This is an optimization exercise on Yosys and OpenROAD, whose aim is small area, a short achievable clock period and few clock cycles, not a production implementation.
In this exercise RTL edits were held to simulation tests only and were not proved equivalent to the original.
Power figures rest on the tool's default switching activity, not on a simulated workload.

--- config.mk ---
export PLATFORM = sky130hd
export DESIGN_NAME = jtlvi_core
export DESIGN_NICKNAME = jtlvi_core
export VERILOG_FILES = /design/flow/design.v
export SDC_FILE = /design/flow/constraint.sdc
export NUM_CORES = 8
export LEC_CHECK = 0
export CAP_MARGIN = 30
export CORE_MARGIN = 2
export CORE_UTILIZATION = 28
export PLACE_DENSITY = 0.45
export SLEW_MARGIN = 30
--- constraint.sdc ---
create_clock -name core_clock -period 14.0 [get_ports {clk}]
set_input_delay 2.8000 -clock core_clock [delete_from_list [all_inputs] [get_ports {clk}]]
set_output_delay 2.8000 -clock core_clock [all_outputs]
set_load 0.01 [all_outputs]
--- design.v ---
module jtlvi_core (
  input             clk,
  input             rst,         
  input             bus_valid,
  input             bus_we,
  input      [7:0]  bus_addr,
  input      [31:0] bus_wdata,
  output reg        rsp_valid,
  output reg [31:0] rsp_rdata,
  output reg        rsp_err,
  output reg        irq
);
  localparam [31:0] ID_VALUE  = 32'hD40E0100;
  localparam [5:0] R_ID = 6'h00, R_PARAM = 6'h01, R_CTRL = 6'h02, R_STATUS = 6'h03,
                   R_CMD = 6'h04, R_ERRCODE = 6'h05, R_ERRINFO0 = 6'h06,
                   R_ERRINFO1 = 6'h07, R_ERRINFO2 = 6'h08, R_ACC = 6'h09,
                   R_CKFEED = 6'h0A, R_MEMADDR = 6'h0B, R_MEMDATA8 = 6'h0C,
                   R_MEMDATA32 = 6'h0D, R_RESULT0 = 6'h18, R_RESULT1 = 6'h19,
                   R_RESULT2 = 6'h1A;
  localparam [5:0] E_BAD_COMMAND = 6'h01, E_BOUNDS = 6'h02, E_OVERLAP = 6'h03,
                   E_TAG_RANGE = 6'h10, E_TAG_RESERVED = 6'h11, E_VALUE_LENGTH = 6'h12,
                   E_VALUE_BOUNDS = 6'h13, E_VALUE_OVERLAP = 6'h14, E_OVERFLOW = 6'h15,
                   E_DEC_SHORT = 6'h20, E_DEC_MAGIC = 6'h21, E_DEC_CHECKSUM = 6'h22,
                   E_DEC_TRUNC_HEADER = 6'h23, E_DEC_TRUNC_VALUE = 6'h24,
                   E_DEC_CAPACITY = 6'h25;
  localparam [3:0] S_IDLE = 4'd0, S_DISP = 4'd1, S_CS = 4'd2, S_CSW = 4'd3,
                   S_DCK = 4'd4, S_DCHK = 4'd5, S_DW0 = 4'd6, S_DW1 = 4'd7,
                   S_DFIN = 4'd8, S_EV = 4'd9, S_ESZ1 = 4'd10, S_ESZ2 = 4'd11,
                   S_EM = 4'd12, S_CSW1 = 4'd13, S_DCKW = 4'd14, S_CSW2 = 4'd15;
  localparam [3:0] I_HDR = 4'd0, I_D0 = 4'd1, I_D1 = 4'd2, I_V0 = 4'd3, I_V1 = 4'd4,
                   I_V = 4'd5, I_SCAN = 4'd6, I_SNOP = 4'd7, I_SD0 = 4'd8,
                   I_SNOP2 = 4'd9, I_SV0 = 4'd10, I_TAIL = 4'd11, I_NX = 4'd12,
                   I_STOP = 4'd13, I_SC0 = 4'd14;
  localparam [3:0] K_NONE = 4'd0, K_HDR = 4'd1, K_VADDR = 4'd2, K_TV = 4'd3,
                   K_VLVA = 4'd4, K_VAL = 4'd5, K_SCAN = 4'd6, K_TRL = 4'd7,
                   K_PAT = 4'd8, K_ZPAD = 4'd9, K_CKW = 4'd10;
  localparam [3:0] X_HOLD = 4'd0, X_ZERO = 4'd1,
                   X0_CMD = 4'd2, X0_K = 4'd3, X0_A1 = 4'd4, X0_CK = 4'd5, X0_INC = 4'd6,
                   X0_OFF = 4'd7, X0_TOT = 4'd8, X0_EIDX = 4'd9,
                   X2_A1 = 4'd2, X2_T12 = 4'd3, X2_A3 = 4'd4, X2_A6 = 4'd5, X2_RDL = 4'd6,
                   X2_D40E = 4'd7, X2_S = 4'd8, X2_RDA = 4'd9, X2_FLAGS = 4'd10, X2_WL = 4'd11,
                   X2_RDB = 4'd12;
  localparam [4:0] Y_HOLD = 5'd0, Y_ZERO = 5'd1,
                   X1_A0 = 5'd2, X1_A2 = 5'd3, X1_A5 = 5'd4, X1_K = 5'd5, X1_A1 = 5'd6,
                   X1_RDH = 5'd7, X1_CK = 5'd8, X1_DREM = 5'd9, X1_A3 = 5'd10, X1_OFF = 5'd11,
                   X1_RDA = 5'd12, X1_TOT = 5'd13, X1_P = 5'd14, X1_WT = 5'd15, X1_RDB = 5'd16;
  localparam [2:0] W_NONE = 3'd0, W_END0 = 3'd1, W_END1 = 3'd2, W_TH = 3'd3, W_TV = 3'd4,
                   W_CAP = 3'd5;
  reg        ctrl_ie;
  reg        st_busy, st_done, st_busyacc, st_rangeacc;
  reg [31:0] cmd_r;
  reg [5:0]  errcode;
  reg [31:0] x0, x1, x2;
  reg        xv;            
  reg [15:0] acc;
  reg [31:0] mem_addr;
  reg [31:0] a0, a1, a2, a3, a4, a5, a6;
  wire [7:0] opc = cmd_r[7:0];
  reg        op_cs, op_en, op_de;   
  wire       f0  = cmd_r[8];
  wire       f1  = cmd_r[9];
  wire       rsv_ok = (cmd_r[31:10] == 22'd0);
  function [15:0] cstep(input [15:0] a, input [7:0] b);
    cstep = {a[0], a[15:1]} + {8'd0, b};
  endfunction
  reg        pf_v;
  reg [7:0]  pf_b;
  wire [15:0] acc_fed = cstep(acc, pf_b);
  wire [15:0] acc_eff = pf_v ? acc_fed : acc;
  reg [7:0]  ew_a;
  reg [63:0] ew_d;
  reg [3:0]  ew_n;
  reg        ew_wr;         
  reg        ew_ck;         
  reg        ew_ckw;        
  reg [7:0]  cs_b1;
  reg [10:0] cs_p2;
  reg [11:0] cs_p3;
  reg [12:0] cs_p4;
  reg [13:0] cs_p5;
  reg [14:0] cs_p6;
  reg [15:0] cs_p7;
  reg [16:0] cs_p8;
  reg [8:0]  cs_sel;        
  reg        cs_ck;         
  reg        cs_ckw;        
  reg  [3:0]  state;
  reg  [7:0]  pa;
  reg  [4:0]  pw1;           
  reg  [63:0] rd;            
  wire [63:0] win;
  wire [7:0]  wp_a = cs_ckw ? a2[7:0] + 8'd2 : ew_a;
  wire [63:0] wp_d = cs_ckw ? {ck, 48'd0} : ew_d;
  wire [3:0]  wp_n = cs_ckw ? 4'd2 : ew_wr ? ew_n : 4'd0;
  jtlvi_mem u_mem (.clk(clk), .pa(pa), .pw1(pw1), .win(win),
                   .wp_a(wp_a), .wp_d(wp_d), .wp_n(wp_n));
  wire [5:0] widx    = bus_addr[7:2];
  wire       aligned = (bus_addr[1:0] == 2'b00);
  wire       mapped  = (widx <= R_MEMDATA32) || (widx >= 6'h10 && widx <= 6'h16) ||
                       (widx >= R_RESULT0 && widx <= R_RESULT2);
  wire bw = bus_valid && bus_we && !rst;
  wire br = bus_valid && !bus_we && !rst;
  wire wr_ctrl    = bw && (bus_addr == 8'h08);
  wire wr_status  = bw && (bus_addr == 8'h0C);
  wire wr_cmd     = bw && (bus_addr == 8'h10);
  wire wr_acc     = bw && (bus_addr == 8'h24);
  wire wr_ckfeed  = bw && (bus_addr == 8'h28);
  wire wr_memaddr = bw && (bus_addr == 8'h2C);
  wire wr_md8     = bw && (bus_addr == 8'h30);
  wire wr_md32    = bw && (bus_addr == 8'h34);
  wire rd_md8     = br && (bus_addr == 8'h30);
  wire rd_md32    = br && (bus_addr == 8'h34);
  wire [6:0] wr_arg;
  assign wr_arg[0] = bw && (bus_addr == 8'h40);
  assign wr_arg[1] = bw && (bus_addr == 8'h44);
  assign wr_arg[2] = bw && (bus_addr == 8'h48);
  assign wr_arg[3] = bw && (bus_addr == 8'h4C);
  assign wr_arg[4] = bw && (bus_addr == 8'h50);
  assign wr_arg[5] = bw && (bus_addr == 8'h54);
  assign wr_arg[6] = bw && (bus_addr == 8'h58);
  wire wr_gated = wr_cmd || wr_acc || wr_ckfeed || wr_memaddr || wr_md8 || wr_md32 ||
                  (wr_arg != 7'd0);
  wire ma_hi0  = (mem_addr[31:8] == 24'd0);
  wire m8_inr  = ma_hi0;
  wire m32_inr = ma_hi0 && !(mem_addr[7:2] == 6'h3F && mem_addr[1:0] != 2'd0);
  wire srst = wr_ctrl && bus_wdata[1];
  wire errz = (errcode == 6'd0);
  wire m8_ok  = !st_busy && m8_inr;
  wire m32_ok = !st_busy && m32_inr;
  wire [31:0] mdata8  = {24'd0, win[63:56] & {8{m8_ok}}};
  wire [31:0] mdata32 = win[63:32] & {32{m32_ok}};
  wire xres = errz && !st_busy && xv;
  reg [31:0] rg0, rg1, rg2, rg3, rg4, rg5, rg6, rdata;
  always @* begin
    case (bus_addr[3:2])
      2'd0: rg0 = ID_VALUE;
      2'd1: rg0 = 32'd8;
      2'd2: rg0 = {31'd0, ctrl_ie};
      default: rg0 = {27'd0, st_rangeacc, st_busyacc, !errz, st_done, st_busy};
    endcase
    case (bus_addr[3:2])
      2'd0: rg1 = cmd_r;
      2'd1: rg1 = {26'd0, errcode};
      2'd2: rg1 = errz ? 32'd0 : x0;
      default: rg1 = errz ? 32'd0 : x1;
    endcase
    case (bus_addr[3:2])
      2'd0: rg2 = errz ? 32'd0 : x2;
      2'd1: rg2 = {16'd0, acc_eff};
      2'd2: rg2 = 32'd0;
      default: rg2 = mem_addr;
    endcase
    case (bus_addr[3:2])
      2'd0: rg3 = mdata8;
      2'd1: rg3 = mdata32;
      default: rg3 = 32'd0;
    endcase
    case (bus_addr[3:2])
      2'd0: rg4 = a0;
      2'd1: rg4 = a1;
      2'd2: rg4 = a2;
      default: rg4 = a3;
    endcase
    case (bus_addr[3:2])
      2'd0: rg5 = a4;
      2'd1: rg5 = a5;
      2'd2: rg5 = a6;
      default: rg5 = 32'd0;
    endcase
    case (bus_addr[3:2])
      2'd0: rg6 = xres ? x0 : 32'd0;
      2'd1: rg6 = xres ? x1 : 32'd0;
      2'd2: rg6 = xres ? x2 : 32'd0;
      default: rg6 = 32'd0;
    endcase
    case (bus_addr[7:4])
      4'h0: rdata = rg0;
      4'h1: rdata = rg1;
      4'h2: rdata = rg2;
      4'h3: rdata = rg3;
      4'h4: rdata = rg4;
      4'h5: rdata = rg5;
      4'h6: rdata = rg6;
      default: rdata = 32'd0;
    endcase
  end
  always @(posedge clk) begin
    if (rst) begin
      rsp_valid <= 1'b0;
      rsp_rdata <= 32'd0;
      rsp_err   <= 1'b0;
    end else begin
      rsp_valid <= bus_valid;
      rsp_err   <= bus_valid && !(aligned && mapped);
      rsp_rdata <= (br && aligned) ? rdata : 32'd0;
    end
  end
  function le256(input [31:0] v);
    le256 = (v[31:9] == 23'd0) && !(v[8] && (v[7:0] != 8'd0));
  endfunction
  function inb(input [31:0] b, input lz, input lle, input [8:0] l9);
    inb = lz || (le256(b) && lle && ({1'b0, b[8:0]} + {1'b0, l9} <= 10'd256));
  endfunction
  function ovl(input [8:0] b1, input lz1, input [8:0] l1, input [8:0] b2, input lz2, input [8:0] l2);
    ovl = !lz1 && !lz2 && ({1'b0, b1} < {1'b0, b2} + {1'b0, l2}) &&
          ({1'b0, b2} < {1'b0, b1} + {1'b0, l1});
  endfunction
  wire a1z = (a1 == 32'd0), a3z = (a3 == 32'd0), a6z = (a6 == 32'd0);
  wire a1t_le = (a1[31:5] == 27'd0) && (a1[4:0] <= 5'd21);
  wire a3t_le = (a3[31:5] == 27'd0) && (a3[4:0] <= 5'd21);
  wire [8:0] a1t = {a1[4:0], 3'b000} + {1'b0, a1[4:0], 2'b00};
  wire [8:0] a3t = {a3[4:0], 3'b000} + {1'b0, a3[4:0], 2'b00};
  reg c_a0a1, c_a0t1, c_a2a3, c_a2t3, c_a5a6, c_oe1, c_oe2, c_od, c_lt4;
  always @(posedge clk) begin
    c_a0a1 <= !inb(a0, a1z, le256(a1), a1[8:0]);
    c_a0t1 <= !inb(a0, a1z, a1t_le, a1t);
    c_a2a3 <= !inb(a2, a3z, le256(a3), a3[8:0]);
    c_a2t3 <= !inb(a2, a3z, a3t_le, a3t);
    c_a5a6 <= !inb(a5, a6z, le256(a6), a6[8:0]);
    c_oe1  <= ovl(a0[8:0], a1z, a1t, a2[8:0], a3z, a3[8:0]);
    c_oe2  <= ovl(a5[8:0], a6z, a6[8:0], a2[8:0], a3z, a3[8:0]);
    c_od   <= ovl(a0[8:0], a1z, a1[8:0], a2[8:0], a3z, a3t);
    c_lt4  <= (a1 < 32'd4);
  end
  wire [31:0] tx = opc[0] ? a3 : a1;
  wire [32:0] t12s = {1'b0, tx[28:0], 3'b000} + {1'b0, tx[29:0], 2'b00};
  wire [31:0] t12 = ((tx[31:29] != 3'd0) || t12s[32]) ? 32'hFFFFFFFF : t12s[31:0];
  reg [15:0] ck;
  reg [8:0]  cnt;           
  reg        first;         
  reg [8:0]  off;           
  reg [8:0]  rem;           
  reg [8:0]  sbase;         
  reg [23:0] prv;           
  reg        wk_act;        
  reg [2:0]  wk_ev;         
  reg [31:0] wtl;           
  reg [8:0]  hp;            
  reg [5:0]  jrec;
  reg [8:0]  hlen;
  reg [1:0]  wc;            
  reg [4:0]  eidx;          
  reg [5:0]  wrem;          
  reg [5:0]  ev_err;        
  reg [12:0] elen;
  reg        vlz, vlle;
  reg [8:0]  vl9;
  reg        et;            
  reg [12:0] em;            
  reg [3:0]  iph;
  reg [3:0]  rk, rkd;       
  reg [3:0]  rkn, rknd;     
  reg [7:0]  wa;            
  reg [7:0]  dp;            
  reg [4:0]  rcnt;          
  reg [7:0]  iva;           
  reg [8:0]  ivr;           
  reg [8:0]  crem;          
  reg [8:0]  prem;          
  reg [8:0]  pwr;           
  reg [7:0]  pra;           
  reg        a6r;           
  reg        tflag;         
  reg [4:0]  si;
  reg [7:0]  sa;
  reg [4:0]  cs_idx;
  reg [7:0]  cs_d;
  reg        found, have_last;
  reg [20:0] best, last;
  reg [15:0] btag;          
  reg [15:0] tc0, tc1, tc2, tc3, tc4, tc5, tc6, tc7;
  reg [2:0]  tr0, tr1, tr2, tr3, tr4, tr5, tr6, tr7;
  reg        tcm;           
  reg [2:0]  nq;            
  reg [15:0] ns_tag;        
  reg [7:0]  ns_d;
  reg [7:0]  bd;
  wire [16:0] y1 = {1'b0, ck} + {8'd0, cs_b1, 1'b0};
  wire [16:0] y2 = {1'b0, ck} + {6'd0, cs_p2};
  wire [16:0] y3 = {1'b0, ck} + {5'd0, cs_p3};
  wire [16:0] y4 = {1'b0, ck} + {4'd0, cs_p4};
  wire [16:0] y5 = {1'b0, ck} + {3'd0, cs_p5};
  wire [16:0] y6 = {1'b0, ck} + {2'd0, cs_p6};
  wire [16:0] y7 = {1'b0, ck} + {1'd0, cs_p7};
  wire [17:0] y8 = {2'b0, ck} + {1'b0, cs_p8};
  wire g1 = y1[1] ^ y1[16], g2 = y2[2] ^ y2[16], g3 = y3[3] ^ y3[16], g4 = y4[4] ^ y4[16];
  wire g5 = y5[5] ^ y5[16], g6 = y6[6] ^ y6[16];
  wire c1 = ck[0];
  wire k1 = c1;                         
  wire k2 = c1 & g1;
  wire k3 = c1 & g1 & g2;
  wire k4 = c1 & g1 & g2 & g3;
  wire k5 = c1 & g1 & g2 & g3 & g4;
  wire k6 = c1 & g1 & g2 & g3 & g4 & g5;
  wire k7 = c1 & g1 & g2 & g3 & g4 & g5 & g6;
  wire c2 = y1[1] ^ (y1[16] & k1);
  wire c3 = y2[2] ^ (y2[16] & k2);
  wire c4 = y3[3] ^ (y3[16] & k3);
  wire c5 = y4[4] ^ (y4[16] & k4);
  wire c6 = y5[5] ^ (y5[16] & k5);
  wire c7 = y6[6] ^ (y6[16] & k6);
  wire c8 = y7[7] ^ (y7[16] & k7);
  wire       t1 = y1[16] ^ c1;
  wire [1:0] t2 = {1'b0, y2[16]} + {c2, c1};
  wire [2:0] t3 = {2'b0, y3[16]} + {c3, c2, c1};
  wire [3:0] t4 = {3'b0, y4[16]} + {c4, c3, c2, c1};
  wire [4:0] t5 = {4'b0, y5[16]} + {c5, c4, c3, c2, c1};
  wire [5:0] t6 = {5'b0, y6[16]} + {c6, c5, c4, c3, c2, c1};
  wire [6:0] t7 = {6'b0, y7[16]} + {c7, c6, c5, c4, c3, c2, c1};
  wire [7:0] t8 = {6'b0, y8[17:16]} + {c8, c7, c6, c5, c4, c3, c2, c1};
  reg  [15:0] ck_nx;
  always @*
    ck_nx = ({16{cs_sel[1]}} & {t1, y1[15:1]}) | ({16{cs_sel[2]}} & {t2, y2[15:2]}) |
            ({16{cs_sel[3]}} & {t3, y3[15:3]}) | ({16{cs_sel[4]}} & {t4, y4[15:4]}) |
            ({16{cs_sel[5]}} & {t5, y5[15:5]}) | ({16{cs_sel[6]}} & {t6, y6[15:6]}) |
            ({16{cs_sel[7]}} & {t7, y7[15:7]}) | ({16{cs_sel[8]}} & {t8, y8[15:8]}) |
            ({16{cs_sel[0]}} & ck);
  wire [3:0]  sn8 = (cnt >= 9'd8) ? 4'd8 : {1'b0, cnt[2:0]};
  wire [3:0]  sn4 = (cnt >= 9'd4) ? 4'd4 : {1'b0, cnt[2:0]};
  wire        slast8 = (cnt <= 9'd8);
  wire        slast4 = (cnt <= 9'd4);
  wire [3:0]  vn = (crem >= 9'd8) ? 4'd8 : {1'b0, crem[2:0]};
  wire [20:0] skey = {rd[47:32], cs_idx};
  wire        scond = (!have_last || skey > last) && (!found || skey < best);
  wire [20:0] best_nx = scond ? skey : best;
  reg  [63:0] em_d;
  reg  [3:0]  em_n;
  always @* begin
    em_d = 64'd0;
    em_n = 4'd0;
    case (rkd)
      K_HDR:  begin em_d = {32'hD40E0000, 32'd0}; em_n = 4'd4; end
      K_TV:   begin em_d = {rd[47:32], rd[15:0], 32'd0}; em_n = 4'd4; end
      K_VLVA: begin em_d = {btag, rd[47:32], 32'd0}; em_n = 4'd4; end
      K_VAL:  begin em_d = rd; em_n = vn; end
      K_TRL:  begin em_d = {32'hFFFF0000, 32'd0}; em_n = 4'd4; end
      K_PAT:  begin
        em_n = rknd;
        if (a6[8:0] == 9'd1)      em_d = {8{rd[63:56]}};
        else if (a6[8:0] == 9'd2) em_d = {4{rd[63:48]}};
        else if (a6[8:0] == 9'd4) em_d = {2{rd[63:32]}};
        else                      em_d = rd;
      end
      K_ZPAD: begin em_d = 64'd0; em_n = rknd; end
      default: ;
    endcase
  end
  wire [3:0] prem8 = (prem >= 9'd8) ? 4'd8 : {1'b0, prem[2:0]};
  wire [3:0] pwr8  = (pwr >= 9'd8) ? 4'd8 : {1'b0, pwr[2:0]};
  wire [3:0] pcap  = a6r ? 4'd8 : pwr8;
  wire [3:0] pn    = (prem8 < pcap) ? prem8 : pcap;
  wire        a4nz  = (a4 != 32'd0);
  wire        a4big = (a4[31:13] != 19'd0);
  wire        enc_t = f1 || (a4nz && (a4big || (elen < a4[12:0])));
  wire        usep  = a4nz && (a4big || (em < a4[12:0]));
  wire [31:0] enc_tot = usep ? a4 : {19'd0, em};
  wire        enc_ovf = usep ? (a4 > a3) : ({19'd0, em} > a3);
  wire [8:0]  enc_p = usep ? (a4[8:0] - em[8:0]) : 9'd0;
  wire [8:0]  drem  = rem;                       
  wire        d_end = (rem == 9'd0);
  wire        d_th  = (rem < 9'd4);
  wire [8:0]  drem4 = drem - 9'd4;
  wire        d_cap = (a3 == {26'd0, x0[5:0]});
  wire [55:0] wwin = {prv, rd[63:32]};
  reg  [31:0] hdr;
  always @*
    case (off[1:0])
      2'd1: hdr = wwin[55:24];
      2'd2: hdr = wwin[47:16];
      2'd3: hdr = wwin[39:8];
      default: hdr = wwin[31:0];
    endcase
  wire        h_due = wk_act && (off <= sbase);
  wire        h_tv  = ({7'd0, drem4} < hdr[15:0]);
  wire [31:0] wA = rd[63:32], wB = rd[31:0];
  wire        bval = (wrem >= 6'd2);
  wire [5:0]  tag_err_A = (wA[31:16] != 16'd0) ? E_TAG_RANGE :
                          (wA[15:0] == 16'hFFFF) ? E_TAG_RESERVED : 6'd0;
  wire [5:0]  tag_err_B = (wB[31:16] != 16'd0) ? E_TAG_RANGE :
                          (wB[15:0] == 16'hFFFF) ? E_TAG_RESERVED : 6'd0;
  wire [5:0]  len_err_A = (wA[31:16] != 16'd0) ? E_VALUE_LENGTH : 6'd0;
  wire [5:0]  len_err_B = (wB[31:16] != 16'd0) ? E_VALUE_LENGTH : 6'd0;
  wire        lzA = (wA == 32'd0), lleA = le256(wA);
  wire [5:0]  adr_err_A = !inb(wA, vlz, vlle, vl9) ? E_VALUE_BOUNDS :
                          ovl(wA[8:0], vlz, vl9, a2[8:0], a3z, a3[8:0]) ? E_VALUE_OVERLAP : 6'd0;
  wire [5:0]  adr_err_B = !inb(wB, lzA, lleA, wA[8:0]) ? E_VALUE_BOUNDS :
                          ovl(wB[8:0], lzA, wA[8:0], a2[8:0], a3z, a3[8:0]) ? E_VALUE_OVERLAP : 6'd0;
  wire [5:0]  errA = (wc == 2'd0) ? tag_err_A : (wc == 2'd1) ? len_err_A : adr_err_A;
  wire [4:0]  tqn_i = (wc == 2'd0) ? eidx : eidx + 5'd1;
  wire        tqn_v = ((wc == 2'd0) || (wc == 2'd2 && bval)) && (tqn_i[4:3] == 2'd0);
  reg         tq_v;
  reg  [15:0] tin;
  reg  [2:0]  tin_i;
  wire [7:0]  tgt = {tc7 > tin, tc6 > tin, tc5 > tin, tc4 > tin,
                     tc3 > tin, tc2 > tin, tc1 > tin, tc0 > tin};
  wire [7:0]  tlt = (8'd1 << tin_i) - 8'd1;            
  wire [7:0]  tinc = tgt & tlt;
  wire [7:0]  tle  = ~tgt & tlt;
  wire [2:0]  trank = tle[0] + tle[1] + tle[2] + tle[3] + tle[4] + tle[5] + tle[6];
  wire [7:0]  tvalid = (a1[4:0] >= 5'd8) ? 8'hFF : ((8'd1 << a1[2:0]) - 8'd1);
  wire [7:0]  qsel = tvalid & {tr7 == nq, tr6 == nq, tr5 == nq, tr4 == nq,
                               tr3 == nq, tr2 == nq, tr1 == nq, tr0 == nq};
  wire [15:0] qtag = ({16{qsel[0]}} & tc0) | ({16{qsel[1]}} & tc1) | ({16{qsel[2]}} & tc2) |
                     ({16{qsel[3]}} & tc3) | ({16{qsel[4]}} & tc4) | ({16{qsel[5]}} & tc5) |
                     ({16{qsel[6]}} & tc6) | ({16{qsel[7]}} & tc7);
  wire [6:0]  q12 = ({7{qsel[1]}} & 7'd12) | ({7{qsel[2]}} & 7'd24) | ({7{qsel[3]}} & 7'd36) |
                    ({7{qsel[4]}} & 7'd48) | ({7{qsel[5]}} & 7'd60) | ({7{qsel[6]}} & 7'd72) |
                    ({7{qsel[7]}} & 7'd84);
  wire [5:0]  errB = !bval ? 6'd0 : (wc == 2'd0) ? len_err_B : (wc == 2'd1) ? adr_err_B : tag_err_B;
  reg        ie_n, done_n;  
  reg        hw_w, hw_4;    
  reg [7:0]  pa_n;          
  reg [4:0]  pw1_n;         
  reg        pe;            
  reg [3:0]  xs0, xs2;      
  reg [4:0]  xs1;           
  reg [2:0]  kv0;           
  reg        kv1;           
  reg        sb;            
  reg [4:0]  xe;            
  reg [63:0] st_d;          
  reg [3:0]  st_n;
  reg        st_wr, st_ck, st_ckw;
  reg [7:0]  st_a;
  wire [16:0] sp2, sp3, sp4, sp5, sp6, sp7, sp8, sq34, sq56, sq78, sq57, sq58;
  jtlvi_add17 u_s2  (.x({8'd0, ew_d[63:56], 1'b0}), .y({7'd0, ew_d[55:48], 2'b00}), .s(sp2));
  jtlvi_add17 u_s34 (.x({6'd0, ew_d[47:40], 3'b000}), .y({5'd0, ew_d[39:32], 4'b0000}), .s(sq34));
  jtlvi_add17 u_s56 (.x({4'd0, ew_d[31:24], 5'd0}), .y({3'd0, ew_d[23:16], 6'd0}), .s(sq56));
  jtlvi_add17 u_s78 (.x({2'd0, ew_d[15:8], 7'd0}), .y({1'd0, ew_d[7:0], 8'd0}), .s(sq78));
  jtlvi_add17 u_s57 (.x(sq56), .y({2'd0, ew_d[15:8], 7'd0}), .s(sq57));
  jtlvi_add17 u_s58 (.x(sq56), .y(sq78), .s(sq58));
  jtlvi_add17 u_s3  (.x(sp2), .y({6'd0, ew_d[47:40], 3'b000}), .s(sp3));
  jtlvi_add17 u_s4  (.x(sp2), .y(sq34), .s(sp4));
  jtlvi_add17 u_s5  (.x(sp4), .y({4'd0, ew_d[31:24], 5'd0}), .s(sp5));
  jtlvi_add17 u_s6  (.x(sp4), .y(sq56), .s(sp6));
  jtlvi_add17 u_s7  (.x(sp4), .y(sq57), .s(sp7));
  jtlvi_add17 u_s8  (.x(sp4), .y(sq58), .s(sp8));
  always @(posedge clk) begin
    ie_n = ctrl_ie; done_n = st_done;
    pa_n = pa;
    pw1_n = pw1; pe = 1'b0;
    xs0 = X_HOLD; xs1 = X_HOLD; xs2 = X_HOLD;
    kv0 = 3'd0; kv1 = 1'b0; sb = 1'b0; xe = 5'd0;
    st_d = 64'd0; st_n = 4'd0; st_wr = 1'b0; st_ck = 1'b0; st_ckw = 1'b0; st_a = wa;
    hw_w = 1'b0; hw_4 = 1'b0;
      if (pf_v) acc <= acc_fed;
      pf_v <= 1'b0;
      if (wr_ctrl) ie_n = bus_wdata[0];
      if (wr_status) begin
        if (bus_wdata[1]) done_n = 1'b0;
        if (bus_wdata[3]) st_busyacc  <= 1'b0;
        if (bus_wdata[4]) st_rangeacc <= 1'b0;
      end
      if (st_busy && (wr_gated || rd_md8 || rd_md32)) st_busyacc <= 1'b1;
      if (!st_busy) begin
        if (wr_cmd) begin
          cmd_r   <= bus_wdata;
          op_cs   <= (bus_wdata[7:0] == 8'h01) && (bus_wdata[31:10] == 22'd0) && !bus_wdata[9];
          op_en   <= (bus_wdata[7:0] == 8'h02) && (bus_wdata[31:10] == 22'd0);
          op_de   <= (bus_wdata[7:0] == 8'h03) && (bus_wdata[31:8] == 24'd0);
          done_n  = 1'b0;
          errcode <= 6'd0;
          st_busy <= 1'b1;
          state   <= S_DISP;
          setpa(a0[7:0]);
        end
        if (wr_acc)    acc <= bus_wdata[15:0];
        if (wr_ckfeed) begin pf_v <= 1'b1; pf_b <= bus_wdata[7:0]; end
        if (wr_memaddr) begin
          mem_addr <= bus_wdata;
          setpa(bus_wdata[7:0]);
        end
        if (wr_md8 || rd_md8) begin
          if (m8_inr) begin
            mem_addr <= {23'd0, mem_addr[8:0] + 9'd1};
            setpa(mem_addr[7:0] + 8'd1);
          end else st_rangeacc <= 1'b1;
        end
        if (wr_md32 || rd_md32) begin
          if (m32_inr) begin
            mem_addr <= {23'd0, mem_addr[8:0] + 9'd4};
            setpa(mem_addr[7:0] + 8'd4);
          end else st_rangeacc <= 1'b1;
        end
        if (wr_md8 && m8_inr) begin
          hw_w = 1'b1; hw_4 = 1'b0;
        end
        if (wr_md32 && m32_inr) begin
          hw_w = 1'b1; hw_4 = 1'b1;
        end
        if (wr_arg[0]) a0 <= bus_wdata;
        if (wr_arg[1]) a1 <= bus_wdata;
        if (wr_arg[2]) a2 <= bus_wdata;
        if (wr_arg[3]) a3 <= bus_wdata;
        if (wr_arg[4]) a4 <= bus_wdata;
        if (wr_arg[5]) a5 <= bus_wdata;
        if (wr_arg[6]) a6 <= bus_wdata;
      end
      rd   <= win;
      rkd  <= rk;
      rknd <= rkn;
      case (state)
        S_IDLE: ;
        S_DISP: begin
          xs0 = X_ZERO; xs1 = X_ZERO; xs2 = X_ZERO;
          setpe(pa + 8'd8);
          if (op_cs) begin
            if (c_a0a1) begin
              kv0 = 3'd1; fail(E_BOUNDS, X0_K, X1_A0, X2_A1);
            end else begin
              cnt   <= a1[8:0];
              state <= a1z ? S_CSW : S_CS;    
            end
          end else if (op_en) begin
            if (c_a0t1) begin
              kv0 = 3'd2; fail(E_BOUNDS, X0_K, X1_A0, X2_T12);
            end else if (c_a2a3) begin
              kv0 = 3'd3; fail(E_BOUNDS, X0_K, X1_A2, X2_A3);
            end else if (c_a5a6) begin
              kv0 = 3'd4; fail(E_BOUNDS, X0_K, X1_A5, X2_A6);
            end else if (c_oe1) begin
              kv0 = 3'd2; fail(E_OVERLAP, X0_K, X1_K, X_ZERO);
            end else if (c_oe2) begin
              kv0 = 3'd4; fail(E_OVERLAP, X0_K, X1_K, X_ZERO);
            end else begin
              wc     <= 2'd0;
              eidx   <= 5'd0;
              wrem   <= {1'b0, a1[4:0]} + {a1[4:0], 1'b0};    
              ev_err <= 6'd0;
              elen   <= 13'd4;
              state  <= a1z ? S_ESZ1 : S_EV;
            end
          end else if (op_de) begin
            setpe(pa + 8'd4);
            if (c_a0a1) begin
              kv0 = 3'd6; fail(E_BOUNDS, X0_K, X1_A0, X2_A1);
            end else if (c_a2t3) begin
              kv0 = 3'd7; fail(E_BOUNDS, X0_K, X1_A2, X2_T12);
            end else if (c_od) begin
              kv0 = 3'd6; kv1 = 1'b1; fail(E_OVERLAP, X0_K, X1_K, X_ZERO);
            end else if (c_lt4)
              fail(E_DEC_SHORT, X0_A1, X_ZERO, X_ZERO);
            else begin
              cnt   <= a1[8:0];
              first <= 1'b1;
              off   <= 9'd4;
              rem   <= a1[8:0] - 9'd4;
              sbase <= 9'd0;
              wk_act <= 1'b1;
              wk_ev <= W_NONE;
              state <= S_DCK;
            end
          end else begin
            fail(E_BAD_COMMAND, X0_CMD, X_ZERO, X_ZERO);
          end
        end
        S_CS: begin
          cnt  <= cnt - {5'd0, sn8};
          setpe(pa + 8'd8);
          st_d = rd; st_n = sn8; st_ck = 1'b1;
          if (slast8) state <= S_CSW1;
        end
        S_CSW1: state <= S_CSW2;
        S_CSW2: state <= S_CSW;
        S_CSW: begin
          acc <= ck;
          xs0 = X0_CK; xs1 = X1_A1;
          finish();
        end
        S_DCK: begin
          first <= 1'b0;
          if (first) begin
            xs1 = X1_RDH;                        
            xs2 = X2_RDL;                        
          end
          cnt <= cnt - {5'd0, sn4};
          st_d = {first ? {rd[63:48], 16'd0} : rd[63:32], 32'd0}; st_n = sn4; st_ck = 1'b1;
          sbase <= sbase + 9'd4;
          prv   <= rd[55:32];
          if (h_due) begin
            if (d_end) begin
              wk_act <= 1'b0; wk_ev <= W_END0;
            end else if (d_th) begin
              wk_act <= 1'b0; wk_ev <= W_TH;
            end else if (hdr[31:16] == 16'hFFFF) begin
              wk_act <= 1'b0; wk_ev <= W_END1;
            end else if (h_tv) begin
              wk_act <= 1'b0; wk_ev <= W_TV; wtl <= hdr;
            end else if (d_cap) begin
              wk_act <= 1'b0; wk_ev <= W_CAP;
            end else begin
              xs0 = X0_INC;
              off <= off + 9'd4 + hdr[8:0];
              rem <= rem - 9'd4 - hdr[8:0];
            end
          end
          if (slast4) begin
            setpe(a0[7:0] + 8'd4);
            state <= S_DCKW;
          end else
            setpe(pa + 8'd4);
        end
        S_DCKW: begin
          first <= 1'b1;                         
          if (first) state <= S_DCHK;
        end
        S_DCHK: begin
          if (x1[15:0] != 16'hD40E)
            fail(E_DEC_MAGIC, X_ZERO, X_HOLD, X2_D40E);
          else if (ck != x2[15:0])
            fail(E_DEC_CHECKSUM, X_ZERO, X1_CK, X_HOLD);
          else if (wk_act ? !d_end : (wk_ev == W_TH))
            fail(E_DEC_TRUNC_HEADER, X0_OFF, X1_DREM, X_ZERO);
          else if (!wk_act && wk_ev == W_TV)
            fail(E_DEC_TRUNC_VALUE, X0_OFF, X1_WT, X2_WL);
          else if (!wk_act && wk_ev == W_CAP)
            fail(E_DEC_CAPACITY, X0_OFF, X1_A3, X_ZERO);
          else
            end_pass0(!wk_act && wk_ev == W_END1);
        end
        S_DW0: begin
          st_d = {16'd0, rd[63:48], 16'd0, rd[47:32]}; st_n = 4'd8; st_wr = 1'b1;
          hlen  <= rd[40:32];
          pa_n  = hp[7:0] + rd[39:32];
          pw1_n = (hp[7:0] + 8'd8 + rd[39:32]) >> 3; pe = 1'b0;
          state <= S_DW1;
        end
        S_DW1: begin
          st_d = {23'd0, hp, 32'd0}; st_n = 4'd4; st_wr = 1'b1;
          hp   <= hp + 9'd4 + hlen;
          jrec <= jrec + 6'd1;
          state <= (jrec + 6'd1 == x0[5:0]) ? S_DFIN : S_DW0;
        end
        S_DFIN: begin
          acc <= ck;
          finish();
        end
        S_EV: begin
          if (ev_err != 6'd0)
            fail(ev_err, X_HOLD, X_HOLD, X_HOLD);
          else begin
            setpe(pa + 8'd8);
            wrem <= wrem - 6'd2;
            ev_err <= (errA != 6'd0) ? errA : errB;
            xe = (errA != 6'd0 || wc != 2'd2) ? eidx : eidx + 5'd1;
            xs0 = X0_EIDX;
            case (wc)
              2'd0: begin                        
                xs1 = X1_RDA;
                xs2 = (errA != 6'd0) ? X_ZERO : X2_RDB;
                vlz  <= (wB == 32'd0);
                vlle <= le256(wB);
                vl9  <= wB[8:0];
                wc   <= 2'd2;
              end
              2'd1: begin                        
                xs2 = (errA != 6'd0) ? X2_RDA : X2_RDB;
                vlz  <= lzA;
                vlle <= lleA;
                vl9  <= wA[8:0];
                if (bval) begin
                  elen <= elen + 13'd4 + {4'd0, wA[8:0]};
                  eidx <= eidx + 5'd1;
                end
                wc   <= 2'd0;
              end
              default: begin                     
                xs1 = (errA != 6'd0) ? X_HOLD : X1_RDB;
                xs2 = (errA != 6'd0) ? X2_RDA : X_ZERO;
                elen <= elen + 13'd4 + {4'd0, vl9};
                eidx <= eidx + 5'd1;
                wc   <= 2'd1;
              end
            endcase
            if (wrem <= 6'd2) state <= S_ESZ1;
          end
        end
        S_ESZ1: begin
          if (ev_err != 6'd0)
            fail(ev_err, X_HOLD, X_HOLD, X_HOLD);
          else begin
            et    <= enc_t;
            em    <= elen + (enc_t ? 13'd4 : 13'd0);
            state <= S_ESZ2;
          end
        end
        S_ESZ2: begin
          if (enc_ovf)
            fail(E_OVERFLOW, X_ZERO, X1_TOT, X2_A3);
          else begin
            xs0 = X0_TOT; xs1 = X1_P; xs2 = X2_FLAGS;
            wa    <= a2[7:0];
            iph   <= I_HDR;
            rk    <= K_NONE;
            rkd   <= K_NONE;
            rcnt  <= 5'd0;
            dp    <= a0[7:0];
            have_last <= 1'b0;
            tcm   <= f0 && (a1[4:0] <= 5'd8);
            nq    <= 3'd0;
            tflag <= et;
            prem  <= enc_p;
            pwr   <= a6[8:0];
            pra   <= a5[7:0];
            a6r   <= a6z || (a6[8:0] == 9'd1) || (a6[8:0] == 9'd2) || (a6[8:0] == 9'd4);
            si    <= 5'd0;
            sa    <= a0[7:0];
            state <= S_EM;
          end
        end
        S_EM: begin
          ns_tag <= qtag;
          ns_d   <= a0[7:0] + {1'b0, q12};
          case (rkd)
            K_TV:   crem <= rd[8:0];
            K_VLVA: crem <= rd[40:32];
            K_VAL:  crem <= crem - {5'd0, vn};
            K_SCAN: begin
              if (scond) begin
                best  <= skey;
                bd    <= cs_d;
                found <= 1'b1;
              end
            end
            default: ;
          endcase
          if (rkd == K_SCAN) begin
            cs_idx <= cs_idx + 5'd1;
            cs_d   <= cs_d + 8'd12;
          end else begin
            cs_idx <= 5'd0;
            cs_d   <= a0[7:0];
            found  <= 1'b0;
          end
          if (rkd == K_CKW) begin
            st_ckw = 1'b1;
          end else begin
            st_d = em_d; st_n = em_n; st_wr = 1'b1; st_ck = 1'b1;
          end
          if (cs_ckw) begin
            acc <= ck;
            finish();
          end
          rk  <= K_NONE;
          rkn <= 4'd0;
          case (iph)
            I_HDR: begin
              rk  <= K_HDR;
              iph <= a1z ? I_TAIL : !f0 ? I_D0 : tcm ? I_SC0 : I_SCAN;
            end
            I_D0: begin setpe(dp + 8'd8); rk <= K_VADDR; iph <= I_D1; end
            I_D1: begin setpe(dp);        rk <= K_TV;    iph <= I_V0; end
            I_V0: begin
              setpe(rd[39:32]);
              rk  <= K_VAL;
              iva <= rd[39:32] + 8'd8;
              iph <= I_V1;
            end
            I_V1: begin
              if (rd[8:0] > 9'd8) begin
                setpe(iva);
                rk  <= K_VAL;
                iva <= iva + 8'd8;
                ivr <= rd[8:0] - 9'd16;
                iph <= (rd[8:0] > 9'd16) ? I_V : I_NX;
              end else
                start_next();
            end
            I_V: begin
              setpe(iva);
              rk  <= K_VAL;
              iva <= iva + 8'd8;
              ivr <= ivr - 9'd8;
              if (ivr <= 9'd8) iph <= I_NX;
            end
            I_NX: start_next();
            I_SCAN: begin
              setpe(sa);
              rk <= K_SCAN;
              sa <= sa + 8'd12;
              si <= si + 5'd1;
              if (si + 5'd1 == a1[4:0]) iph <= I_SNOP;
            end
            I_SNOP: iph <= I_SD0;
            I_SD0: begin
              pa_n  = scond ? (cs_d + 8'd4) : (bd + 8'd4);
              pw1_n = scond ? ((cs_d + 8'd12) >> 3) : ((bd + 8'd12) >> 3); pe = 1'b0;
              rk <= K_VLVA;
              btag <= best_nx[20:5];
              last <= best_nx;
              have_last <= 1'b1;
              iph <= I_SNOP2;
            end
            I_SNOP2: iph <= I_SV0;
            I_SC0: sorted_cached();
            I_SV0: begin
              if (rd[40:32] != 9'd0) begin
                setpe(rd[7:0]);
                rk  <= K_VAL;
                iva <= rd[7:0] + 8'd8;
                ivr <= rd[40:32] - 9'd8;
                iph <= (rd[40:32] > 9'd8) ? I_V : I_NX;
              end else
                start_next();
            end
            I_TAIL: tail_issue();
            default: ;
          endcase
        end
        default: state <= S_IDLE;
      endcase
    tq_v  <= (state == S_EV) && (ev_err == 6'd0) && tqn_v;
    tin   <= (wc == 2'd0) ? wA[15:0] : wB[15:0];
    tin_i <= tqn_i[2:0];
    if (tq_v) begin
      if (tinc[0]) tr0 <= tr0 + 3'd1;
      if (tinc[1]) tr1 <= tr1 + 3'd1;
      if (tinc[2]) tr2 <= tr2 + 3'd1;
      if (tinc[3]) tr3 <= tr3 + 3'd1;
      if (tinc[4]) tr4 <= tr4 + 3'd1;
      if (tinc[5]) tr5 <= tr5 + 3'd1;
      if (tinc[6]) tr6 <= tr6 + 3'd1;
      case (tin_i)
        3'd0: begin tc0 <= tin; tr0 <= trank; end
        3'd1: begin tc1 <= tin; tr1 <= trank; end
        3'd2: begin tc2 <= tin; tr2 <= trank; end
        3'd3: begin tc3 <= tin; tr3 <= trank; end
        3'd4: begin tc4 <= tin; tr4 <= trank; end
        3'd5: begin tc5 <= tin; tr5 <= trank; end
        3'd6: begin tc6 <= tin; tr6 <= trank; end
        default: begin tc7 <= tin; tr7 <= trank; end
      endcase
    end
    if (rst || srst) begin
      ie_n        = 1'b0;
      st_busy     <= 1'b0;
      done_n      = 1'b0;
      st_busyacc  <= 1'b0;
      st_rangeacc <= 1'b0;
      cmd_r       <= 32'd0;
      errcode     <= 6'd0;
      xv          <= 1'b0;
      acc         <= 16'd0;
      pf_v        <= 1'b0;
      mem_addr    <= 32'd0;
      a0 <= 32'd0; a1 <= 32'd0; a2 <= 32'd0; a3 <= 32'd0;
      a4 <= 32'd0; a5 <= 32'd0; a6 <= 32'd0;
      state       <= S_IDLE;
      setpa(8'd0);
    end
    ctrl_ie <= ie_n;
    st_done <= done_n;
    irq     <= ie_n & done_n;
    pa  <= pa_n;
    pw1 <= pe ? pa_n[7:3] + 5'd1 : pw1_n;
    if (hw_w) begin
      ew_a   <= mem_addr[7:0];
      ew_d   <= hw_4 ? {bus_wdata, 32'd0} : {bus_wdata[7:0], 56'd0};
      ew_n   <= hw_4 ? 4'd4 : 4'd1;
      ew_wr  <= 1'b1;
      ew_ck  <= 1'b0;
      ew_ckw <= 1'b0;
    end else begin
      ew_a   <= st_a;
      ew_d   <= st_d;
      ew_n   <= st_n;
      ew_wr  <= st_wr;
      ew_ck  <= st_ck;
      ew_ckw <= st_ckw;
    end
    cs_b1  <= ew_d[63:56];
    cs_p2  <= sp2;
    cs_p3  <= sp3;
    cs_p4  <= sp4;
    cs_p5  <= sp5;
    cs_p6  <= sp6;
    cs_p7  <= sp7;
    cs_p8  <= sp8;
    cs_sel <= 9'd1 << ew_n;
    cs_ck  <= ew_ck;
    cs_ckw <= ew_ckw;
    if (st_wr) wa <= wa + {4'd0, st_n};
    if (cs_ck) ck <= ck_nx;
    if (state == S_DISP) ck <= (op_cs && f0) ? acc : 16'd0;
    if (state == S_ESZ2) ck <= 16'd0;
    case (xs0)
      X_ZERO:  x0 <= 32'd0;
      X0_CMD:  x0 <= cmd_r;
      X0_K:    x0 <= {29'd0, kv0};
      X0_A1:   x0 <= a1;
      X0_CK:   x0 <= {16'd0, ck};
      X0_INC:  x0 <= x0 + 32'd1;
      X0_OFF:  x0 <= {23'd0, off};
      X0_TOT:  x0 <= enc_tot;
      X0_EIDX: x0 <= {27'd0, xe};
      default: ;
    endcase
    case (xs1)
      X_ZERO:  x1 <= 32'd0;
      X1_A0:   x1 <= a0;
      X1_A2:   x1 <= a2;
      X1_A5:   x1 <= a5;
      X1_K:    x1 <= kv1 ? 32'd7 : 32'd3;
      X1_A1:   x1 <= a1;
      X1_RDH:  x1 <= {16'd0, rd[63:48]};
      X1_CK:   x1 <= {16'd0, ck};
      X1_DREM: x1 <= {23'd0, drem};
      X1_A3:   x1 <= a3;
      X1_OFF:  x1 <= {23'd0, off};
      X1_RDA:  x1 <= wA;
      X1_TOT:  x1 <= enc_tot;
      X1_P:    x1 <= {23'd0, enc_p};
      X1_WT:   x1 <= {16'd0, wtl[31:16]};
      X1_RDB:  x1 <= wB;
      default: ;
    endcase
    case (xs2)
      X_ZERO:   x2 <= 32'd0;
      X2_A1:    x2 <= a1;
      X2_T12:   x2 <= t12;
      X2_A3:    x2 <= a3;
      X2_A6:    x2 <= a6;
      X2_RDL:   x2 <= {16'd0, rd[47:32]};
      X2_D40E:  x2 <= 32'h0000D40E;
      X2_S:     x2 <= {31'd0, sb};
      X2_RDA:   x2 <= wA;
      X2_FLAGS: x2 <= {30'd0, et & !f1, et};
      X2_WL:    x2 <= {16'd0, wtl[15:0]};
      X2_RDB:   x2 <= wB;
      default: ;
    endcase
  end
  task fail(input [5:0] code, input [3:0] s0, input [4:0] s1, input [3:0] s2);
    begin
      errcode <= code;
      xs0     = s0;
      xs1     = s1;
      xs2     = s2;
      finish();
    end
  endtask
  task setpa(input [7:0] x);
    begin
      pa_n  = x;
      pw1_n = x[7:3] + 5'd1;
      pe    = 1'b0;
    end
  endtask
  task setpe(input [7:0] x);
    begin
      pa_n  = x;
      pe    = 1'b1;
    end
  endtask
  task finish;
    begin
      xv      <= 1'b1;
      st_busy <= 1'b0;
      done_n  = 1'b1;
      state   <= S_IDLE;
      setpe(mem_addr[7:0]);
    end
  endtask
  task end_pass0(input s);
    begin
      xs1 = X1_OFF;
      xs2 = X2_S;
      sb  = s;
      if (x0[5:0] == 6'd0) begin
        acc <= ck;
        finish();
      end else begin
        hp    <= a0[8:0] + 9'd8;
        jrec  <= 6'd0;
        wa    <= a2[7:0];
        state <= S_DW0;
      end
    end
  endtask
  task start_next;
    begin
      if (rcnt + 5'd1 == a1[4:0]) begin
        iph <= I_TAIL;
        tail_issue();
      end else begin
        rcnt <= rcnt + 5'd1;
        if (f0 && tcm)
          sorted_cached();
        else if (f0) begin
          setpe(a0[7:0]);
          rk  <= K_SCAN;
          sa  <= a0[7:0] + 8'd12;
          si  <= 5'd1;
          iph <= I_SCAN;
        end else begin
          setpe(dp + 8'd20);
          rk  <= K_VADDR;
          dp  <= dp + 8'd12;
          iph <= I_D1;
        end
      end
    end
  endtask
  task sorted_cached;
    begin
      setpe(ns_d + 8'd4);
      rk   <= K_VLVA;
      btag <= ns_tag;
      nq   <= nq + 3'd1;
      iph  <= I_SNOP2;
    end
  endtask
  task tail_issue;
    begin
      if (tflag) begin
        rk    <= K_TRL;
        tflag <= 1'b0;
      end else if (prem == 9'd0) begin
        rk  <= K_CKW;
        iph <= I_STOP;
      end else begin
        rk   <= a6z ? K_ZPAD : K_PAT;
        setpe(pra);
        rkn  <= pn;
        prem <= prem - {5'd0, pn};
        if (!a6r) begin
          if (pwr == {5'd0, pn}) begin
            pwr <= a6[8:0];
            pra <= a5[7:0];
          end else begin
            pwr <= pwr - {5'd0, pn};
            pra <= pra + {4'd0, pn};
          end
        end
      end
    end
  endtask
endmodule
module jtlvi_mem (
  input             clk,
  input      [7:0]  pa,
  input      [4:0]  pw1,         
  output     [63:0] win,         
  input      [7:0]  wp_a,
  input      [63:0] wp_d,        
  input      [3:0]  wp_n         
);
  reg [7:0] e0 [0:15];
  reg [7:0] e1 [0:15];
  reg [7:0] e2 [0:15];
  reg [7:0] e3 [0:15];
  reg [7:0] e4 [0:15];
  reg [7:0] e5 [0:15];
  reg [7:0] e6 [0:15];
  reg [7:0] e7 [0:15];
  reg [7:0] o0 [0:15];
  reg [7:0] o1 [0:15];
  reg [7:0] o2 [0:15];
  reg [7:0] o3 [0:15];
  reg [7:0] o4 [0:15];
  reg [7:0] o5 [0:15];
  reg [7:0] o6 [0:15];
  reg [7:0] o7 [0:15];
  wire [4:0] pw = pa[7:3];
  wire [2:0] pl = pa[2:0];
  wire [3:0] ie = pw[0] ? pw1[4:1] : pw[4:1];
  wire [3:0] io = pw[4:1];
  reg  [63:0] de, dq;
  integer e;
  always @* begin
    de = 64'd0; dq = 64'd0;
    for (e = 0; e < 16; e = e + 1) begin
      if (ie == e) de = de | {e0[e], e1[e], e2[e], e3[e], e4[e], e5[e], e6[e], e7[e]};
      if (io == e) dq = dq | {o0[e], o1[e], o2[e], o3[e], o4[e], o5[e], o6[e], o7[e]};
    end
  end
  wire [63:0] w0 = pw[0] ? dq : de;      
  wire [63:0] w1 = pw[0] ? de : dq;      
  reg  [63:0] lanes;
  integer L;
  always @*
    for (L = 0; L < 8; L = L + 1)
      lanes[63 - 8*L -: 8] = (L < pl) ? w1[63 - 8*L -: 8] : w0[63 - 8*L -: 8];
  reg  [63:0] wr;
  always @*
    case (pl)
      3'd0: wr = lanes;
      3'd1: wr = {lanes[55:0], lanes[63:56]};
      3'd2: wr = {lanes[47:0], lanes[63:48]};
      3'd3: wr = {lanes[39:0], lanes[63:40]};
      3'd4: wr = {lanes[31:0], lanes[63:32]};
      3'd5: wr = {lanes[23:0], lanes[63:24]};
      3'd6: wr = {lanes[15:0], lanes[63:16]};
      default: wr = {lanes[7:0], lanes[63:8]};
    endcase
  assign win = wr;
  wire [4:0] ww  = wp_a[7:3];
  wire [4:0] ww1 = wp_a[7:3] + 5'd1;
  wire [2:0] wl  = wp_a[2:0];
  wire [3:0] we_i = ww[0] ? ww1[4:1] : ww[4:1];    
  wire [3:0] wo_i = ww[4:1];                       
  reg  [63:0] wrot;
  always @*
    case (wl)
      3'd0: wrot = wp_d;
      3'd1: wrot = {wp_d[7:0], wp_d[63:8]};
      3'd2: wrot = {wp_d[15:0], wp_d[63:16]};
      3'd3: wrot = {wp_d[23:0], wp_d[63:24]};
      3'd4: wrot = {wp_d[31:0], wp_d[63:32]};
      3'd5: wrot = {wp_d[39:0], wp_d[63:40]};
      3'd6: wrot = {wp_d[47:0], wp_d[63:48]};
      default: wrot = {wp_d[55:0], wp_d[63:56]};
    endcase
  reg  [7:0] lwe, lodd;
  reg  [2:0] bi;
  always @*
    for (L = 0; L < 8; L = L + 1) begin
      bi = L[2:0] - wl;
      lwe[L]  = ({1'b0, bi} < wp_n);
      lodd[L] = (L[2:0] < wl) ? ww1[0] : ww[0];    
    end
  wire [7:0] lwe_e = lwe & ~lodd;
  wire [7:0] lwe_o = lwe & lodd;
  always @(posedge clk) begin
    if (lwe_e[0]) e0[we_i] <= wrot[63:56];
    if (lwe_e[1]) e1[we_i] <= wrot[55:48];
    if (lwe_e[2]) e2[we_i] <= wrot[47:40];
    if (lwe_e[3]) e3[we_i] <= wrot[39:32];
    if (lwe_e[4]) e4[we_i] <= wrot[31:24];
    if (lwe_e[5]) e5[we_i] <= wrot[23:16];
    if (lwe_e[6]) e6[we_i] <= wrot[15:8];
    if (lwe_e[7]) e7[we_i] <= wrot[7:0];
    if (lwe_o[0]) o0[wo_i] <= wrot[63:56];
    if (lwe_o[1]) o1[wo_i] <= wrot[55:48];
    if (lwe_o[2]) o2[wo_i] <= wrot[47:40];
    if (lwe_o[3]) o3[wo_i] <= wrot[39:32];
    if (lwe_o[4]) o4[wo_i] <= wrot[31:24];
    if (lwe_o[5]) o5[wo_i] <= wrot[23:16];
    if (lwe_o[6]) o6[wo_i] <= wrot[15:8];
    if (lwe_o[7]) o7[wo_i] <= wrot[7:0];
  end
endmodule
module jtlvi_add17 (
  input  [16:0] x,
  input  [16:0] y,
  output [16:0] s
);
  wire [16:0] g0 = x & y, p0 = x ^ y;
  wire [16:0] g1, p1, g2, p2, g3, p3, g4, p4, g5;
  genvar i;
  generate
    for (i = 0; i < 17; i = i + 1) begin : l1
      if (i >= 1) begin : a
        assign g1[i] = g0[i] | (p0[i] & g0[i-1]);
        assign p1[i] = p0[i] & p0[i-1];
      end else begin : b
        assign g1[i] = g0[i];
        assign p1[i] = p0[i];
      end
      if (i >= 2) begin : c
        assign g2[i] = g1[i] | (p1[i] & g1[i-2]);
        assign p2[i] = p1[i] & p1[i-2];
      end else begin : d
        assign g2[i] = g1[i];
        assign p2[i] = p1[i];
      end
      if (i >= 4) begin : e
        assign g3[i] = g2[i] | (p2[i] & g2[i-4]);
        assign p3[i] = p2[i] & p2[i-4];
      end else begin : f
        assign g3[i] = g2[i];
        assign p3[i] = p2[i];
      end
      if (i >= 8) begin : g
        assign g4[i] = g3[i] | (p3[i] & g3[i-8]);
        assign p4[i] = p3[i] & p3[i-8];
      end else begin : h
        assign g4[i] = g3[i];
        assign p4[i] = p3[i];
      end
      if (i >= 16) begin : k
        assign g5[i] = g4[i] | (p4[i] & g4[i-16]);
      end else begin : m
        assign g5[i] = g4[i];
      end
    end
  endgenerate
  assign s = p0 ^ {g5[15:0], 1'b0};
endmodule
--- flow/run.sh ---
#!/bin/bash
set -euo pipefail
bash standard.sh SETUP_SLACK_MARGIN=9.0 ABC_CLOCK_PERIOD_IN_PS=4500 finish > standard_flow.log 2>&1
--- standard.sh ---
#!/bin/bash
# synth_recipe.tcl (not shown) runs the flow's synth.tcl, then flattens the netlist and writes it again
# the make line also repeats each setting of config.mk as NAME=value (left out here)
make -C /OpenROAD-flow-scripts/flow DESIGN_CONFIG=/design/flow/config.mk WORK_HOME=/design/flow/orfs CLKGATE_MAP_FILE= SYNTH_SCRIPT=/design/flow/synth_recipe.tcl "${@:-finish}"
==> summary.txt <==
cells by family after synthesis:
family | count (synthesis) | share of synthesized area, %
AO/OA/AOI/OAI | 4977 | 19.4
XOR/XNOR | 617 | 3.07
adder cells (fa/ha/maj) | 822 | 6.05
buffers and inverters | 1568 | 3.40
flip-flops | 3336 | 53.2
multiplexers | 470 | 3.29
other | 1 | 0.00213
AND/OR/NAND/NOR | 4464 | 11.6
power groups by stage:
| stage | Combinational (mW) | Sequential, mW | Clock, mW |
|---|---|---|---|
| floorplan | 7.70 | 12.6 | 0 |
| global placement | 14.7 | 13.0 | 0 |
| detailed placement | 14.9 | 13.0 | 0 |
| CTS | 15.6 | 12.8 | 10.1 |
| global route | 17.0 | 12.9 | 10.4 |
| finish | 16.6 | 12.9 | 10.0 |
worst reg2reg max path: cells and delay by family, from the launching register on:
kind	cells	cell delay (ns)
simple gates	1	0.85
flops	1	0.46
compound gates	10	3.09
buf+inv	2	0.78
worst paths after layout:
check / startpoint / to / slack, ns / depth (start not counted)
setup / recovery: pa[4] / rsp_rdata[7] / 8.81 / 13
hold / removal: ew_ckw / cs_ckw / 0.32 / 0
setup reg to reg: pa[4] / rsp_rdata[7] / 8.81 / 13
hold reg to reg: ew_ckw / cs_ckw / 0.32 / 0
layout by cell type, fill, tap and decap left out, types with 140 or more instances in the layout:
master and count:
xnor2_1 360, mux2i_1 222, a21o_1 223, a22oi_1 573
a22o_1 203, nand2_1 1706, edfxtp_1 2690, nor2b_1 152
ha_1 752, a221oi_1 226, buf_4 794, inv_1 385
nand4_1 140, mux2_2 169, xor2_1 243, clkbuf_16 394
nor3_1 163, a222oi_1 334, a21oi_1 1122, nor2_1 969
o21ai_0 847, nand3_1 331, dfxtp_1 557, nor2_2 187
metal layers:
layer | global-route usage (%) | share of wire, %
met3 | 8.74 | 12
met2 | 39.7 | 41
met4 | 16.3 | 7.0
met5 | 0.0756 | 0.068
met1 | 37.5 | 40
metrics by stage:
stage / cell area, um^2 / std cells / setup WS, ns
floorplan: 176000 / 16300 / 8.45
global route: 208000 / 25200 / 8.70
CTS: 206000 / 25100 / 8.76
global placement: 190000 / 24300 / 6.58
detailed placement: 191000 / 24300 / 6.46
finish: 208000 / 25200 / 8.81
synthesized netlist by cell type (all sizes together), types with 33 or more instances:
cell type and number:
a211oi 96, a21boi 41, a21o 223, a21oi 1208, a221o 43, a221oi 235
a222oi 334, a22o 203, a22oi 580, a31oi 115, a32oi 48, and2 77
and3 94, buf 229, clkbuf 931, dfxtp 646, edfxtp 2690, fa 51
ha 770, inv 405, mux2 174, mux2i 226, mux4 70, nand2 1735
nand2b 107, nand3 335, nand3b 33, nand4 140, nor2 1185, nor2b 163
nor3 196, nor3b 39, nor4 136, o2111ai 52, o211ai 108, o21a 113
o21ai 885, o21bai 92, o221ai 86, o22ai 131, o31ai 43, or2 35
or3 45, xnor2 368, xor2 249
layout make-up:
type                    count  share of cell area [%]
diodes                     63                  0.0759
clock buffers             500                    4.96
multi-input cells       11400                    38.7
flip-flops and latches   3336                    45.2
inverters                 408                   0.758
well taps                8350                    5.03
clock inverters           177                   0.789
repair buffers           1028                    4.54
timing repair:
item,4_1_cts,5_1_grt
hold endpoints to repair,0,0
endpoints found under the setup margin,3346,1224
pin swaps,64,72
gates cloned,15,8
resized for setup,445,218
setup buffers,89,71
hold buffers,0,0
==> flow_summary.json <==
{
  "cap_viol_max_count": 0,
  "hp-class": "reg2reg",
  "power.clock.fraction_pct": 25.4,
  "actual_transition_at_the_worst_max_transition_pin_ns": 1.25,
  "grt_pass1_vias": 141000,
  "detail_route.wirelength_um": 936000,
  "whs_ns": 0.325,
  "routed_via_density": 6.06,
  "power.density_cell_area_nw_per_um2": 190,
  "globalplace.congestion": 0.988,
  "cell_taking_the_most_area_after_synthesis": "edfxtp_1",
  "ios": 79,
  "critical_path.max_stage_delay_ns": 0.85,
  "fill_cells": 63300,
  "syn2layout_area_growth_pct": 18.0,
  "vias": 153000,
  "finalSetupViolCount": 0,
  "portion_of_synthesized_cell_area_occupied_by_the_leading_cell_type_pct": 45.8,
  "p_int_mw": 22.6,
  "nNetsFinal": 17400,
  "crit_required_ns": 14.97,
  "total_power_mw": 39.5,
  "total_leakage_power_nw": 71.6,
  "timing.critical_path.from_type": "flop",
  "synth.yosys.warnings": 2,
  "drv_slew": 0,
  "cp.buffers_inverters": 2,
  "initial_utilization_pct": 28.1,
  "grt_max_degree": 89,
  "setup_repair_after_global_routing_missed_its_margin": "yes",
  "max-slew-margin-rel_pct": 16.9,
  "detail_route.drc_violations": 0,
  "synth.ff_latch_count": 3336,
  "mapped_area_um2": 176000,
  "grt.total_usage_pct": 28.1,
  "edff_count_synth": 2690,
  "drt.antenna.violating_nets": 0,
  "ys_dominant_reg_cell": "edfxtp_1",
  "cts.clk_slew.worst_paths_ns": 0.06,
  "crit_path_top_delay_cell": "and2_2",
  "drt_iter0_drc": 25500,
  "die_area_um2": 636000,
  "period_share_pct": 37.0,
  "multiInputGateArea_um2": 80400,
  "synth_top_cells_by_area": "edfxtp_1 46%, dfxtp_1 7.3%, ha_1 5.5%",
  "report.final.hold_viol_count": 0,
  "switching_share_pct": 42.7,
  "synth.avg_cell_area_um2": 10.8,
  "clockBufferDepth": 4,
  "path_max_fanout": 27,
  "p_seq_share_pct": 32.6,
  "post_drt_wl_per_cell_um": 37.1,
  "yosysUniqueCellTypes": 98,
  "combPwrFrac_pct": 42.0,
  "grt-ovfl-total": 0,
  "critical_path.cell_chain": "buf_12, buf_4, and2_2, a222oi_1, a21oi_1, a21oi_1, o21ai_0, o31a_1, o21ai_0, a21o_1, a31oi_1, a221o_1, o211a_1",
  "timing.final.crit_period_ns": 5.19,
  "clock_root_buffer": "clkbuf_16",
  "port_buffers": 78,
  "kind_of_cell_with_the_highest_combined_delay_on_the_critical_path": "compound AO/OA/AOI/OAI gates",
  "max_freq_ghz": 0.193,
  "grt_first_pass_wirelength_um": 1250000,
  "htreeDepth": 5,
  "drt_pass1_iterations": 13,
  "syn-instance-count": 16300,
  "outcome": "timing/DRC/antenna clean",
  "floorplan.die.width_um": 797,
  "worstSkewPairLatency_ns": 1.09,
  "fin_util_pct": 33.1,
  "synth.yosys.seq_area_share_pct": 53.2,
  "core_region_area_um2": 627000,
  "seqCellArea_um2": 93900,
  "fin_skew_ns": 0.137,
  "antenna_found_initial": 108,
  "mapped_nets": 17100,
  "clock_sinks": 3336,
  "timing.critical_path.to_type": "flop",
  "power_switching_mw": 16.9,
  "post_route_cells_drive_above_1_share_pct": 15.5,
  "std_cell_rows": 291,
  "peakVddDrop_uv": 133,
  "data_arrival_at_the_endpoint_of_the_critical_path_ns": 6.16,
  "floorplan.die.height_um": 797,
  "postSynth.asyncResetShare_pct": 0,
  "cts_tree": "yes",
  "cts_made_buffers": 371,
  "tns_ns": 0,
  "post-dp-hpwl_um": 646000,
  "timing.setup.critical_path_class": "reg2reg"
}
Testbench counts, summed over its fixed seeds: cycles 30,564.

## afterwards: timing with drivers on the ports
The results above use ideal ports. As a check the final layout listed here was re-extracted and re-timed, cells and wires unchanged. Step 1 (the two cells are an assumption about what drives the block):
set clk [get_ports {clk}]
set_driving_cell -lib_cell sky130_fd_sc_hd__clkbuf_16 $clk
set_driving_cell -lib_cell sky130_fd_sc_hd__buf_2 [delete_from_list [all_inputs] $clk]
Step 2 adds t to the input delays and takes it off the output delays; t is the mean of the earliest and latest rising clock arrival at the registers after step 1. Input paths then give back, and output paths get back, about the clock's delay inside the block. Three values: ideal, step 1, step 2; two values: the first two.
t, ns: 1.149
slack for setup (ns): 8.814 / 8.776 / 7.627
worst setup path at the end: input to register
worst register clock-pin slew, ns: 0.07 / 0.07
worst slew at a driven data input, ns: 0.27
After both steps this run still meets setup and hold. For this run, drivers alone change the setup slack by -0.038 ns; drivers and shift together by -1.187 ns.
